Background: an optimization exercise with open tools, aiming at small area, a short achievable clock period and few clock cycles. Do not read the settings as production practice. In this exercise RTL edits were held to simulation tests only and were not proved equivalent to the original. No activity file was given, so power comes from the tool's default toggle rates.

**flow/constraint.sdc**
```tcl
create_clock -name core_clock -period 7.0 [get_ports {clk}]
set_input_delay 1.4000 -clock core_clock [delete_from_list [all_inputs] [get_ports {clk}]]
set_output_delay 1.4000 -clock core_clock [all_outputs]
set_load 0.01 [all_outputs]
```
**flow/config.mk**
```make
export PLATFORM = sky130hd
export DESIGN_NAME = frame_extractor
export DESIGN_NICKNAME = frame_extractor
export VERILOG_FILES = /design/flow/design.v
export SDC_FILE = /design/flow/constraint.sdc
export NUM_CORES = 4
export LEC_CHECK = 0
export CAP_MARGIN = 20
export CORE_MARGIN = 2
export CORE_UTILIZATION = 40
export SLEW_MARGIN = 20
export SYNTH_MEMORY_MAX_BITS = 16384
```
**flow/run.sh**
```bash
#!/bin/bash
# synth_recipe.tcl (not shown) runs the flow's synth.tcl, then flattens the netlist and writes it again
# the make line also repeats each setting of config.mk as NAME=value (left out here)
make -C /OpenROAD-flow-scripts/flow DESIGN_CONFIG=/design/flow/config.mk WORK_HOME=/design/flow/orfs CLKGATE_MAP_FILE= SYNTH_SCRIPT=/design/flow/synth_recipe.tcl finish
```
**flow/design.v**
```verilog
module crc32_table (
    input  wire [7:0]  idx,
    output reg  [31:0] val
);
    always @(*) begin
        case (idx)
            8'h00: val = 32'h00000000;
            8'h01: val = 32'h77073096;
            8'h02: val = 32'hEE0E612C;
            8'h03: val = 32'h990951BA;
            8'h04: val = 32'h076DC419;
            8'h05: val = 32'h706AF48F;
            8'h06: val = 32'hE963A535;
            8'h07: val = 32'h9E6495A3;
            8'h08: val = 32'h0EDB8832;
            8'h09: val = 32'h79DCB8A4;
            8'h0A: val = 32'hE0D5E91E;
            8'h0B: val = 32'h97D2D988;
            8'h0C: val = 32'h09B64C2B;
            8'h0D: val = 32'h7EB17CBD;
            8'h0E: val = 32'hE7B82D07;
            8'h0F: val = 32'h90BF1D91;
            8'h10: val = 32'h1DB71064;
            8'h11: val = 32'h6AB020F2;
            8'h12: val = 32'hF3B97148;
            8'h13: val = 32'h84BE41DE;
            8'h14: val = 32'h1ADAD47D;
            8'h15: val = 32'h6DDDE4EB;
            8'h16: val = 32'hF4D4B551;
            8'h17: val = 32'h83D385C7;
            8'h18: val = 32'h136C9856;
            8'h19: val = 32'h646BA8C0;
            8'h1A: val = 32'hFD62F97A;
            8'h1B: val = 32'h8A65C9EC;
            8'h1C: val = 32'h14015C4F;
            8'h1D: val = 32'h63066CD9;
            8'h1E: val = 32'hFA0F3D63;
            8'h1F: val = 32'h8D080DF5;
            8'h20: val = 32'h3B6E20C8;
            8'h21: val = 32'h4C69105E;
            8'h22: val = 32'hD56041E4;
            8'h23: val = 32'hA2677172;
            8'h24: val = 32'h3C03E4D1;
            8'h25: val = 32'h4B04D447;
            8'h26: val = 32'hD20D85FD;
            8'h27: val = 32'hA50AB56B;
            8'h28: val = 32'h35B5A8FA;
            8'h29: val = 32'h42B2986C;
            8'h2A: val = 32'hDBBBC9D6;
            8'h2B: val = 32'hACBCF940;
            8'h2C: val = 32'h32D86CE3;
            8'h2D: val = 32'h45DF5C75;
            8'h2E: val = 32'hDCD60DCF;
            8'h2F: val = 32'hABD13D59;
            8'h30: val = 32'h26D930AC;
            8'h31: val = 32'h51DE003A;
            8'h32: val = 32'hC8D75180;
            8'h33: val = 32'hBFD06116;
            8'h34: val = 32'h21B4F4B5;
            8'h35: val = 32'h56B3C423;
            8'h36: val = 32'hCFBA9599;
            8'h37: val = 32'hB8BDA50F;
            8'h38: val = 32'h2802B89E;
            8'h39: val = 32'h5F058808;
            8'h3A: val = 32'hC60CD9B2;
            8'h3B: val = 32'hB10BE924;
            8'h3C: val = 32'h2F6F7C87;
            8'h3D: val = 32'h58684C11;
            8'h3E: val = 32'hC1611DAB;
            8'h3F: val = 32'hB6662D3D;
            8'h40: val = 32'h76DC4190;
            8'h41: val = 32'h01DB7106;
            8'h42: val = 32'h98D220BC;
            8'h43: val = 32'hEFD5102A;
            8'h44: val = 32'h71B18589;
            8'h45: val = 32'h06B6B51F;
            8'h46: val = 32'h9FBFE4A5;
            8'h47: val = 32'hE8B8D433;
            8'h48: val = 32'h7807C9A2;
            8'h49: val = 32'h0F00F934;
            8'h4A: val = 32'h9609A88E;
            8'h4B: val = 32'hE10E9818;
            8'h4C: val = 32'h7F6A0DBB;
            8'h4D: val = 32'h086D3D2D;
            8'h4E: val = 32'h91646C97;
            8'h4F: val = 32'hE6635C01;
            8'h50: val = 32'h6B6B51F4;
            8'h51: val = 32'h1C6C6162;
            8'h52: val = 32'h856530D8;
            8'h53: val = 32'hF262004E;
            8'h54: val = 32'h6C0695ED;
            8'h55: val = 32'h1B01A57B;
            8'h56: val = 32'h8208F4C1;
            8'h57: val = 32'hF50FC457;
            8'h58: val = 32'h65B0D9C6;
            8'h59: val = 32'h12B7E950;
            8'h5A: val = 32'h8BBEB8EA;
            8'h5B: val = 32'hFCB9887C;
            8'h5C: val = 32'h62DD1DDF;
            8'h5D: val = 32'h15DA2D49;
            8'h5E: val = 32'h8CD37CF3;
            8'h5F: val = 32'hFBD44C65;
            8'h60: val = 32'h4DB26158;
            8'h61: val = 32'h3AB551CE;
            8'h62: val = 32'hA3BC0074;
            8'h63: val = 32'hD4BB30E2;
            8'h64: val = 32'h4ADFA541;
            8'h65: val = 32'h3DD895D7;
            8'h66: val = 32'hA4D1C46D;
            8'h67: val = 32'hD3D6F4FB;
            8'h68: val = 32'h4369E96A;
            8'h69: val = 32'h346ED9FC;
            8'h6A: val = 32'hAD678846;
            8'h6B: val = 32'hDA60B8D0;
            8'h6C: val = 32'h44042D73;
            8'h6D: val = 32'h33031DE5;
            8'h6E: val = 32'hAA0A4C5F;
            8'h6F: val = 32'hDD0D7CC9;
            8'h70: val = 32'h5005713C;
            8'h71: val = 32'h270241AA;
            8'h72: val = 32'hBE0B1010;
            8'h73: val = 32'hC90C2086;
            8'h74: val = 32'h5768B525;
            8'h75: val = 32'h206F85B3;
            8'h76: val = 32'hB966D409;
            8'h77: val = 32'hCE61E49F;
            8'h78: val = 32'h5EDEF90E;
            8'h79: val = 32'h29D9C998;
            8'h7A: val = 32'hB0D09822;
            8'h7B: val = 32'hC7D7A8B4;
            8'h7C: val = 32'h59B33D17;
            8'h7D: val = 32'h2EB40D81;
            8'h7E: val = 32'hB7BD5C3B;
            8'h7F: val = 32'hC0BA6CAD;
            8'h80: val = 32'hEDB88320;
            8'h81: val = 32'h9ABFB3B6;
            8'h82: val = 32'h03B6E20C;
            8'h83: val = 32'h74B1D29A;
            8'h84: val = 32'hEAD54739;
            8'h85: val = 32'h9DD277AF;
            8'h86: val = 32'h04DB2615;
            8'h87: val = 32'h73DC1683;
            8'h88: val = 32'hE3630B12;
            8'h89: val = 32'h94643B84;
            8'h8A: val = 32'h0D6D6A3E;
            8'h8B: val = 32'h7A6A5AA8;
            8'h8C: val = 32'hE40ECF0B;
            8'h8D: val = 32'h9309FF9D;
            8'h8E: val = 32'h0A00AE27;
            8'h8F: val = 32'h7D079EB1;
            8'h90: val = 32'hF00F9344;
            8'h91: val = 32'h8708A3D2;
            8'h92: val = 32'h1E01F268;
            8'h93: val = 32'h6906C2FE;
            8'h94: val = 32'hF762575D;
            8'h95: val = 32'h806567CB;
            8'h96: val = 32'h196C3671;
            8'h97: val = 32'h6E6B06E7;
            8'h98: val = 32'hFED41B76;
            8'h99: val = 32'h89D32BE0;
            8'h9A: val = 32'h10DA7A5A;
            8'h9B: val = 32'h67DD4ACC;
            8'h9C: val = 32'hF9B9DF6F;
            8'h9D: val = 32'h8EBEEFF9;
            8'h9E: val = 32'h17B7BE43;
            8'h9F: val = 32'h60B08ED5;
            8'hA0: val = 32'hD6D6A3E8;
            8'hA1: val = 32'hA1D1937E;
            8'hA2: val = 32'h38D8C2C4;
            8'hA3: val = 32'h4FDFF252;
            8'hA4: val = 32'hD1BB67F1;
            8'hA5: val = 32'hA6BC5767;
            8'hA6: val = 32'h3FB506DD;
            8'hA7: val = 32'h48B2364B;
            8'hA8: val = 32'hD80D2BDA;
            8'hA9: val = 32'hAF0A1B4C;
            8'hAA: val = 32'h36034AF6;
            8'hAB: val = 32'h41047A60;
            8'hAC: val = 32'hDF60EFC3;
            8'hAD: val = 32'hA867DF55;
            8'hAE: val = 32'h316E8EEF;
            8'hAF: val = 32'h4669BE79;
            8'hB0: val = 32'hCB61B38C;
            8'hB1: val = 32'hBC66831A;
            8'hB2: val = 32'h256FD2A0;
            8'hB3: val = 32'h5268E236;
            8'hB4: val = 32'hCC0C7795;
            8'hB5: val = 32'hBB0B4703;
            8'hB6: val = 32'h220216B9;
            8'hB7: val = 32'h5505262F;
            8'hB8: val = 32'hC5BA3BBE;
            8'hB9: val = 32'hB2BD0B28;
            8'hBA: val = 32'h2BB45A92;
            8'hBB: val = 32'h5CB36A04;
            8'hBC: val = 32'hC2D7FFA7;
            8'hBD: val = 32'hB5D0CF31;
            8'hBE: val = 32'h2CD99E8B;
            8'hBF: val = 32'h5BDEAE1D;
            8'hC0: val = 32'h9B64C2B0;
            8'hC1: val = 32'hEC63F226;
            8'hC2: val = 32'h756AA39C;
            8'hC3: val = 32'h026D930A;
            8'hC4: val = 32'h9C0906A9;
            8'hC5: val = 32'hEB0E363F;
            8'hC6: val = 32'h72076785;
            8'hC7: val = 32'h05005713;
            8'hC8: val = 32'h95BF4A82;
            8'hC9: val = 32'hE2B87A14;
            8'hCA: val = 32'h7BB12BAE;
            8'hCB: val = 32'h0CB61B38;
            8'hCC: val = 32'h92D28E9B;
            8'hCD: val = 32'hE5D5BE0D;
            8'hCE: val = 32'h7CDCEFB7;
            8'hCF: val = 32'h0BDBDF21;
            8'hD0: val = 32'h86D3D2D4;
            8'hD1: val = 32'hF1D4E242;
            8'hD2: val = 32'h68DDB3F8;
            8'hD3: val = 32'h1FDA836E;
            8'hD4: val = 32'h81BE16CD;
            8'hD5: val = 32'hF6B9265B;
            8'hD6: val = 32'h6FB077E1;
            8'hD7: val = 32'h18B74777;
            8'hD8: val = 32'h88085AE6;
            8'hD9: val = 32'hFF0F6A70;
            8'hDA: val = 32'h66063BCA;
            8'hDB: val = 32'h11010B5C;
            8'hDC: val = 32'h8F659EFF;
            8'hDD: val = 32'hF862AE69;
            8'hDE: val = 32'h616BFFD3;
            8'hDF: val = 32'h166CCF45;
            8'hE0: val = 32'hA00AE278;
            8'hE1: val = 32'hD70DD2EE;
            8'hE2: val = 32'h4E048354;
            8'hE3: val = 32'h3903B3C2;
            8'hE4: val = 32'hA7672661;
            8'hE5: val = 32'hD06016F7;
            8'hE6: val = 32'h4969474D;
            8'hE7: val = 32'h3E6E77DB;
            8'hE8: val = 32'hAED16A4A;
            8'hE9: val = 32'hD9D65ADC;
            8'hEA: val = 32'h40DF0B66;
            8'hEB: val = 32'h37D83BF0;
            8'hEC: val = 32'hA9BCAE53;
            8'hED: val = 32'hDEBB9EC5;
            8'hEE: val = 32'h47B2CF7F;
            8'hEF: val = 32'h30B5FFE9;
            8'hF0: val = 32'hBDBDF21C;
            8'hF1: val = 32'hCABAC28A;
            8'hF2: val = 32'h53B39330;
            8'hF3: val = 32'h24B4A3A6;
            8'hF4: val = 32'hBAD03605;
            8'hF5: val = 32'hCDD70693;
            8'hF6: val = 32'h54DE5729;
            8'hF7: val = 32'h23D967BF;
            8'hF8: val = 32'hB3667A2E;
            8'hF9: val = 32'hC4614AB8;
            8'hFA: val = 32'h5D681B02;
            8'hFB: val = 32'h2A6F2B94;
            8'hFC: val = 32'hB40BBE37;
            8'hFD: val = 32'hC30C8EA1;
            8'hFE: val = 32'h5A05DF1B;
            8'hFF: val = 32'h2D02EF8D;
            default: val = 32'h00000000;
        endcase
    end
endmodule
module frame_extractor (
    input  wire        clk,
    input  wire        rst,             
    input  wire        in_valid,
    output wire        in_ready,
    input  wire [31:0] in_data,
    output reg         out_valid,
    input  wire        out_ready,
    output reg         out_last,
    output reg  [4:0]  out_info,        
    output reg  [31:0] out_stored,
    output reg  [31:0] out_calc,
    output reg  [7:0]  out_type,
    output reg  [31:0] out_length,
    output reg  [31:0] out_data_start,
    output reg  [31:0] out_data_end,
    output reg  [31:0] out_vlq_count
);
    localparam [1:0] KIND_FRAME    = 2'd0;
    localparam [1:0] KIND_MISMATCH = 2'd1;
    localparam [1:0] KIND_NONE     = 2'd2;
    localparam [2:0] S_HDR   = 3'd0;    
    localparam [2:0] S_RUNS  = 3'd1;    
    localparam [2:0] S_BYTES = 3'd2;    
    localparam [2:0] S_START = 3'd3;    
    localparam [2:0] S_PARSE = 3'd4;    
    localparam [2:0] S_FIN   = 3'd5;    
    localparam [2:0] S_EMIT  = 3'd6;    
    reg [2:0] state;
    reg [7:0]  stream [0:255];
    reg [8:0]  runlen [0:31];
    reg [8:0]  stream_len;
    reg [5:0]  run_count;
    reg [8:0]  load_idx;       
    reg [8:0]  head;           
    reg [5:0]  run_head;       
    reg [8:0]  j;              
    reg        sig_bad;
    reg [31:0] stored;
    reg [7:0]  ftype;
    reg [31:0] vlq_acc;
    reg [31:0] vlq_cnt;
    reg        vlq_term;
    reg        vlq_ovf;
    reg [31:0] remaining;
    reg [31:0] crc;
    assign in_ready = (state == S_HDR) || (state == S_RUNS) || (state == S_BYTES);
    wire [8:0] rem      = stream_len - head;          
    wire [8:0] rd_addr  = head + j;
    wire [7:0] cur      = stream[rd_addr[7:0]];
    wire       need_more = (j < rem) &&
                           ((j < 9'd2) ||
                            (!sig_bad && ((j < 9'd7) || !vlq_term || (remaining != 32'd0))));
    wire [31:0] tbl_val;
    crc32_table u_table (
        .idx (crc[7:0] ^ cur),
        .val (tbl_val)
    );
    wire [31:0] crc_next = tbl_val ^ (crc >> 8);
    wire [31:0] vlq_next = {vlq_acc[24:0], cur[6:0]};
    wire        mismatch  = (rem < 9'd2) || sig_bad;
    wire        trunc     = !vlq_term || (remaining != 32'd0);
    wire [31:0] calc      = ~crc;
    wire        chk_valid = !trunc && !vlq_ovf && (calc == stored);
    wire [31:0] ds        = 32'd7 + vlq_cnt;
    wire [31:0] de        = ds + vlq_acc;
    wire        have_run  = (run_head < run_count);
    wire [8:0]  front     = runlen[run_head[4:0]];
    wire [8:0]  drop      = (have_run && (front < rem)) ? front : rem;
    wire [8:0]  consumed  = de[8:0];                  
    task automatic clear_parse;
        begin
            j         <= 9'd0;
            sig_bad   <= 1'b0;
            stored    <= 32'd0;
            ftype     <= 8'd0;
            vlq_acc   <= 32'd0;
            vlq_cnt   <= 32'd0;
            vlq_term  <= 1'b0;
            vlq_ovf   <= 1'b0;
            remaining <= 32'd0;
            crc       <= 32'hFFFFFFFF;
        end
    endtask
    always @(posedge clk) begin
        if (rst) begin
            state     <= S_HDR;
            out_valid <= 1'b0;
            out_last  <= 1'b0;
            load_idx  <= 9'd0;
            head      <= 9'd0;
            run_head  <= 6'd0;
            clear_parse;
        end else begin
            case (state)
                S_HDR: begin
                    if (in_valid) begin
                        stream_len <= in_data[8:0];
                        run_count  <= in_data[21:16];
                        load_idx   <= 9'd0;
                        if (in_data[21:16] != 6'd0)
                            state <= S_RUNS;
                        else if (in_data[8:0] != 9'd0)
                            state <= S_BYTES;
                        else
                            state <= S_START;
                    end
                end
                S_RUNS: begin
                    if (in_valid) begin
                        runlen[load_idx[4:0]] <= in_data[8:0];
                        if (load_idx + 9'd1 < {3'd0, run_count})
                            runlen[load_idx[4:0] + 5'd1] <= in_data[24:16];
                        if (load_idx + 9'd2 >= {3'd0, run_count}) begin
                            load_idx <= 9'd0;
                            state    <= (stream_len != 9'd0) ? S_BYTES : S_START;
                        end else begin
                            load_idx <= load_idx + 9'd2;
                        end
                    end
                end
                S_BYTES: begin
                    if (in_valid) begin
                        stream[load_idx[7:0]] <= in_data[7:0];
                        if (load_idx + 9'd1 < stream_len) stream[load_idx[7:0] + 8'd1] <= in_data[15:8];
                        if (load_idx + 9'd2 < stream_len) stream[load_idx[7:0] + 8'd2] <= in_data[23:16];
                        if (load_idx + 9'd3 < stream_len) stream[load_idx[7:0] + 8'd3] <= in_data[31:24];
                        if (load_idx + 9'd4 >= stream_len) begin
                            load_idx <= 9'd0;
                            state    <= S_START;
                        end else begin
                            load_idx <= load_idx + 9'd4;
                        end
                    end
                end
                S_START: begin
                    head     <= 9'd0;
                    run_head <= 6'd0;
                    clear_parse;
                    if (stream_len == 9'd0) begin
                        out_valid      <= 1'b1;
                        out_last       <= 1'b1;
                        out_info       <= {3'b000, KIND_NONE};
                        out_stored     <= 32'd0;
                        out_calc       <= 32'd0;
                        out_type       <= 8'd0;
                        out_length     <= 32'd0;
                        out_data_start <= 32'd0;
                        out_data_end   <= 32'd0;
                        out_vlq_count  <= 32'd0;
                        state          <= S_EMIT;
                    end else begin
                        state <= S_PARSE;
                    end
                end
                S_PARSE: begin
                    if (need_more) begin
                        j <= j + 9'd1;
                        if (j == 9'd0) begin
                            if (cur != 8'h44) sig_bad <= 1'b1;
                        end else if (j == 9'd1) begin
                            if (cur != 8'h00) sig_bad <= 1'b1;
                        end else if (j == 9'd2)
                            stored[31:24] <= cur;
                        else if (j == 9'd3)
                            stored[23:16] <= cur;
                        else if (j == 9'd4)
                            stored[15:8] <= cur;
                        else if (j == 9'd5)
                            stored[7:0] <= cur;
                        else if (j == 9'd6)
                            ftype <= cur;
                        else if (!vlq_term) begin
                            if (vlq_acc[31:25] != 7'd0)
                                vlq_ovf <= 1'b1;
                            vlq_acc <= vlq_next;
                            vlq_cnt <= vlq_cnt + 32'd1;
                            if (!cur[7]) begin
                                vlq_term  <= 1'b1;
                                remaining <= vlq_next;
                            end
                        end else begin
                            crc       <= crc_next;
                            remaining <= remaining - 32'd1;
                        end
                    end else begin
                        state <= S_FIN;
                    end
                end
                S_FIN: begin
                    out_valid <= 1'b1;
                    state     <= S_EMIT;
                    if (mismatch) begin
                        out_info       <= {3'b000, KIND_MISMATCH};
                        out_stored     <= 32'd0;
                        out_calc       <= 32'd0;
                        out_type       <= 8'd0;
                        out_length     <= 32'd0;
                        out_data_start <= {23'd0, head};
                        out_data_end   <= {23'd0, head} + {23'd0, drop};
                        out_vlq_count  <= 32'd0;
                        head           <= head + drop;
                        out_last       <= (drop == rem);
                        if (have_run)
                            run_head <= run_head + 6'd1;
                    end else begin
                        out_info       <= {vlq_ovf, trunc, chk_valid, KIND_FRAME};
                        out_stored     <= stored;
                        out_calc       <= calc;
                        out_type       <= ftype;
                        out_length     <= vlq_acc;
                        out_data_start <= {23'd0, head} + ds;
                        out_data_end   <= {23'd0, head} + de;
                        out_vlq_count  <= vlq_cnt;
                        if (chk_valid) begin
                            head     <= head + consumed;
                            out_last <= (consumed == rem);
                            if (have_run && ({23'd0, front} > de))
                                runlen[run_head[4:0]] <= front - consumed;
                            else if (have_run)
                                run_head <= run_head + 6'd1;
                        end else begin
                            head     <= head + drop;
                            out_last <= (drop == rem);
                            if (have_run)
                                run_head <= run_head + 6'd1;
                        end
                    end
                end
                S_EMIT: begin
                    if (out_ready) begin
                        out_valid <= 1'b0;
                        clear_parse;
                        state <= out_last ? S_HDR : S_PARSE;
                    end
                end
                default: state <= S_HDR;
            endcase
        end
    end
endmodule
```
==> results.txt <==
## final cells by class
cell class                 count  share of cell area [%]
sequential                  2769                    46.6
multi-input combinational   8544                    39.3
clock inverter               169                   0.853
clock buffer                 409                    4.92
tap                         5175                    3.73
antenna                       23                  0.0331
timing repair buffer         711                    3.93
inverter                     280                   0.608
## through the flow
stage | worst slack (ns) | instance area, sq um | hold slack, ns | util [%] | cells
final | 0.469 | 174000 | 0.486 | 45.1 | 18100
after global routing | 0.0805 | 174000 | 0.519 | 45.1 | 18100
after CTS | 0.457 | 174000 | 0.481 | 45.0 | 18100
after detailed placement | 0.498 | 164000 | 0.466 | 42.4 | 17500
after global placement | 0.345 | 164000 | 0.461 | 42.4 | 17500
after floorplan | -0.295 | 155000 | 0.443 | - | 12800
## kinds of logic after synthesis
family	share of synthesized area (%)
flip-flops	52.3
buffers and inverters	3.93
XOR/XNOR	1.93
AND/OR/NAND/NOR	8.51
adder cells (fa/ha/maj)	1.41
multiplexers	24.1
AO/OA/AOI/OAI	7.87
## registers in the layout (all words and copies together), names as in the netlist, 9 cells and up, named ones only
register / cells
crc: 32
head: 9
j: 9
out_calc: 32
out_data_end: 32
out_data_start: 32
out_length: 32
out_stored: 32
out_vlq_count: 32
remaining: 32
runlen: 288
stored: 32
stream: 2048
stream_len: 9
vlq_acc: 32
vlq_cnt: 32
## where the power goes
part,internal (W),total [W],leakage (nW),switching (W)
clock network,0.00948,0.0167,4.90,0.00719
registers,0.0181,0.0182,24.5,0.0000819
logic,0.00223,0.00611,32.5,0.00387
## critical path: cells and delay by family, from the launching register on
family | cells | cell delay [ns]
fa+ha+maj | 2 | 0.65
compound gates | 3 | 0.81
flops | 1 | 0.40
simple gates | 10 | 2.38
buf+inv | 4 | 0.83
xor+xnor | 2 | 0.55
mux | 1 | 0.58
## final timing paths
check                                     to  slack [ns]  cells past startpoint
setup / recovery      runlen[5][4]$_DFFE_PP_        0.47                     22
setup reg to reg      runlen[5][4]$_DFFE_PP_        0.47                     22
hold / removal    remaining[27]$_SDFFE_PP0P_        0.49                      2
hold reg to reg   remaining[27]$_SDFFE_PP0P_        0.49                      2
## layout by cell type (no fill, tap or decap), types with 41 or more instances in the layout
cell type / instances
sky130_fd_sc_hd__buf_12: 60
sky130_fd_sc_hd__nand4_1: 59
sky130_fd_sc_hd__xnor2_1: 181
sky130_fd_sc_hd__mux2i_1: 1122
sky130_fd_sc_hd__inv_1: 271
sky130_fd_sc_hd__clkinv_2: 48
sky130_fd_sc_hd__clkinv_1: 76
sky130_fd_sc_hd__buf_4: 407
sky130_fd_sc_hd__dfxtp_1: 210
sky130_fd_sc_hd__xor2_1: 111
sky130_fd_sc_hd__edfxtp_1: 2556
sky130_fd_sc_hd__mux2_2: 952
sky130_fd_sc_hd__and3_1: 138
sky130_fd_sc_hd__and2_1: 41
sky130_fd_sc_hd__a21o_1: 56
sky130_fd_sc_hd__nand2_1: 1638
sky130_fd_sc_hd__clkbuf_16: 327
sky130_fd_sc_hd__o22ai_1: 146
sky130_fd_sc_hd__nor3_1: 67
sky130_fd_sc_hd__mux4_2: 680
sky130_fd_sc_hd__clkbuf_1: 76
sky130_fd_sc_hd__clkdlybuf4s50_1: 210
sky130_fd_sc_hd__a21oi_1: 305
sky130_fd_sc_hd__nor2_1: 753
sky130_fd_sc_hd__nand3_1: 148
sky130_fd_sc_hd__ha_1: 162
sky130_fd_sc_hd__o21ai_0: 1374
## per-layer routing
layer  GRT usage, %  wire length [um]  part of all wire, %
met5              0                34               0.0058
met1           39.0            226000                   38
met3           6.96             70800                   12
met4           14.1             31900                  5.4
met2           44.4            259000                   44
## what timing repair did
item,CTS,global route
endpoints found under the setup margin,0,21
hold endpoints to repair,0,0
gates resized for setup,0,2
==> out/qor.txt <==
========================================================================================================
Result of the run                                                               timing/DRC/antenna clean
Setup Buffers After CTS                                                                                0
Ratio of routed vias to standard cells                                                              6.29
Critical path peak fanout                                                                             21
Number of failing hold endpoints at the final stage                                                    0
Total wire length after detailed routing                                                       587000 um
First drt pass iteration count                                                                         7
Number of synthesized flops with an enable pin                                                      2556
Max Transition Viols Final                                                                             0
Most frequently used cell type in the post-synthesis netlist                                sky130_fd_sc_hd__edfxtp_1
Final HPWL DP                                                                                  356000 um
Slowest Stage Delay on Critical Path                                                             0.58 ns
Area added between synthesis and finish                                                            12.1%
Level count of the clock H-tree                                                                        5
Post-CTS clock slew at the launch and capture registers of the worst setup and hold paths        0.06 ns
Reg-to-reg startpoint                                                                       vlq_cnt[0]$_SDFFE_PP0P_
Startpoint type of the worst setup path                                                        flip-flop
Number of distinct library cells after synthesis                                                      98
Multi-input gate area                                                                       0.0683 sq mm
RePlAce Congestion                                                                                 0.924
Flip-flop and latch area                                                                    0.0810 sq mm
Tightest slew margin relative to the limit                                                         12.0%
Finish-stage setup viols                                                                               0
Antenna Violating Nets Remaining                                                                       0
Number of inserted filler cells in the final layout                                                34900
Seq cells post-synth                                                                                2769
Top area cells in the synthesized netlist                                                   sky130_fd_sc_hd__edfxtp_1 50%, sky130_fd_sc_hd__mux4_2 9.9%, sky130_fd_sc_hd__mux2i_1 7.3%
Critical Path, Cell by Cell                                                                 inv_1, ha_1, nand2b_1, nand2_1, or3_1, nor3_2, nand2_1, xor2_2, inv_1, ha_1, nand3_1, nor2_1, o2111ai_1, a32oi_1, xnor2_1, nand4_1, nor4_1, nand3_1, buf_4, mux2_2, buf_4, a21oi_1
Cell Rows                                                                                            228
First-pass GRT wire length                                                                     825000 um
Clock sinks                                                                                         2769
Vias in the first global route                                                                    107000
Yosys top cell area share                                                                          49.5%
Remaining design rule violation count                                                                  0
Average wire per standard cell                                                                   32.5 um
Class of the worst hold path                                                                  reg -> reg
PwrDens                                                                                      236 mW/mm^2
TritonCTS clock tree                                                                                 yes
CTS hold repair buffers                                                                                0
Data arrival, critical path                                                                      7.17 ns
Dominant synthesized flop cell                                                              sky130_fd_sc_hd__edfxtp_1
Initial detailed-routing violation count                                                           16600
Maximum frequency from static timing analysis                                                  0.153 GHz
Die Width                                                                                         627 um
Syn Nets                                                                                           13000
Worst-case vdd ir drop                                                                          0.201 mV
GRT overflow                                                                                           0
Buffer type at the clock tree root                                                          sky130_fd_sc_hd__clkbuf_16
Number of placed I/O pins                                                                            244
Global routing usage summed across all routing layers                                              29.1%
Type of the setup path with the least slack                                                   reg -> reg
Origin of the worst setup path                                                              vlq_cnt[0]$_SDFFE_PP0P_
Setup repair after global routing missed its margin                                                false
Max Cap Violations                                                                                     0
Synthesized area per cell                                                                     12.1 sq um
Antenna violations before repair                                                                      25
Hold path startpoint                                                                        remaining[27]$_SDFFE_PP0P_
Slew at the pin with the worst max-slew slack                                                    1.32 ns
Proportion of register bits with asynchronous set or reset after synthesis                            0%
Static Leak                                                                                      61.9 nW
Final clock skew                                                                               0.0593 ns
Starting Density                                                                                   40.2%
Post-synth top area cell                                                                    sky130_fd_sc_hd__edfxtp_1
Share of final-layout standard cells stronger than drive strength 1                                21.0%
Cts bufs inserted                                                                                    320
Final worst-path cycle share                                                                       93.3%
Std-Cell Core Area                                                                           0.386 sq mm
Data required time of the worst path                                                             7.64 ns
Maximum number of pins on one net before global-route repair                                         161
Cell Area, Synth                                                                             0.155 sq mm
Via count of the routed design                                                                    114000
Top cells by count, synth                                                                   2556 x sky130_fd_sc_hd__edfxtp_1, 1654 x sky130_fd_sc_hd__nand2_1, 1398 x sky130_fd_sc_hd__o21ai_0, 1124 x sky130_fd_sc_hd__mux2i_1, 1082 x sky130_fd_sc_hd__clkbuf_1
Endpoint kind of the worst setup timing path                                                   flip-flop
Gate Count Post-Synth                                                                              12800
Total power after layout                                                                        0.0410 W
Sequential-to-total area share from yosys stat                                                     52.3%
Buffer depth of the longest clock path                                                                 4
Number of nets in the layout                                                                       12800
Slowest stage cell on the critical path                                                     sky130_fd_sc_hd__mux2_2
Setup TNS                                                                                           0 ns
Final period demand of the worst path                                                            6.53 ns
Die height                                                                                        627 um
Later-pin clock latency in the skew report                                                       0.96 ns
Floorplan die area                                                                           0.393 sq mm
Number of input and output port buffers inserted                                                     243
Yosys synthesis warning count                                                                          2
========================================================================================================
Testbench counts, summed over its fixed seeds: cycles 87,243.

[static timing again, ports no longer ideal]
In the flow no input, the clock included, has a driving cell. The finished layout below was timed again as built, in two steps.
Step 1 (the two cells are an assumption about what drives the block):
set clk [get_ports {clk}]
set_driving_cell -lib_cell sky130_fd_sc_hd__clkbuf_16 $clk
set_driving_cell -lib_cell sky130_fd_sc_hd__buf_2 [delete_from_list [all_inputs] $clk]
Step 2 moves the port delays by t, midway between the first and last clock arrival at a register: inputs arrive t later, outputs are due t later. That takes back most of the time a late clock gives input paths.
Slacks: ideal / step 1 / step 2; pairs: ideal / step 1.
t (ns): 1.048
slack for setup (ns): 0.469 / 0.469 / 0.469
worst setup path at the end: register to register
worst slew at a driven data input, ns: 0.18
After both steps this run still meets setup and hold. The setup slack of this run moves by 0.000 ns with the drivers and by 0.000 ns with both steps.
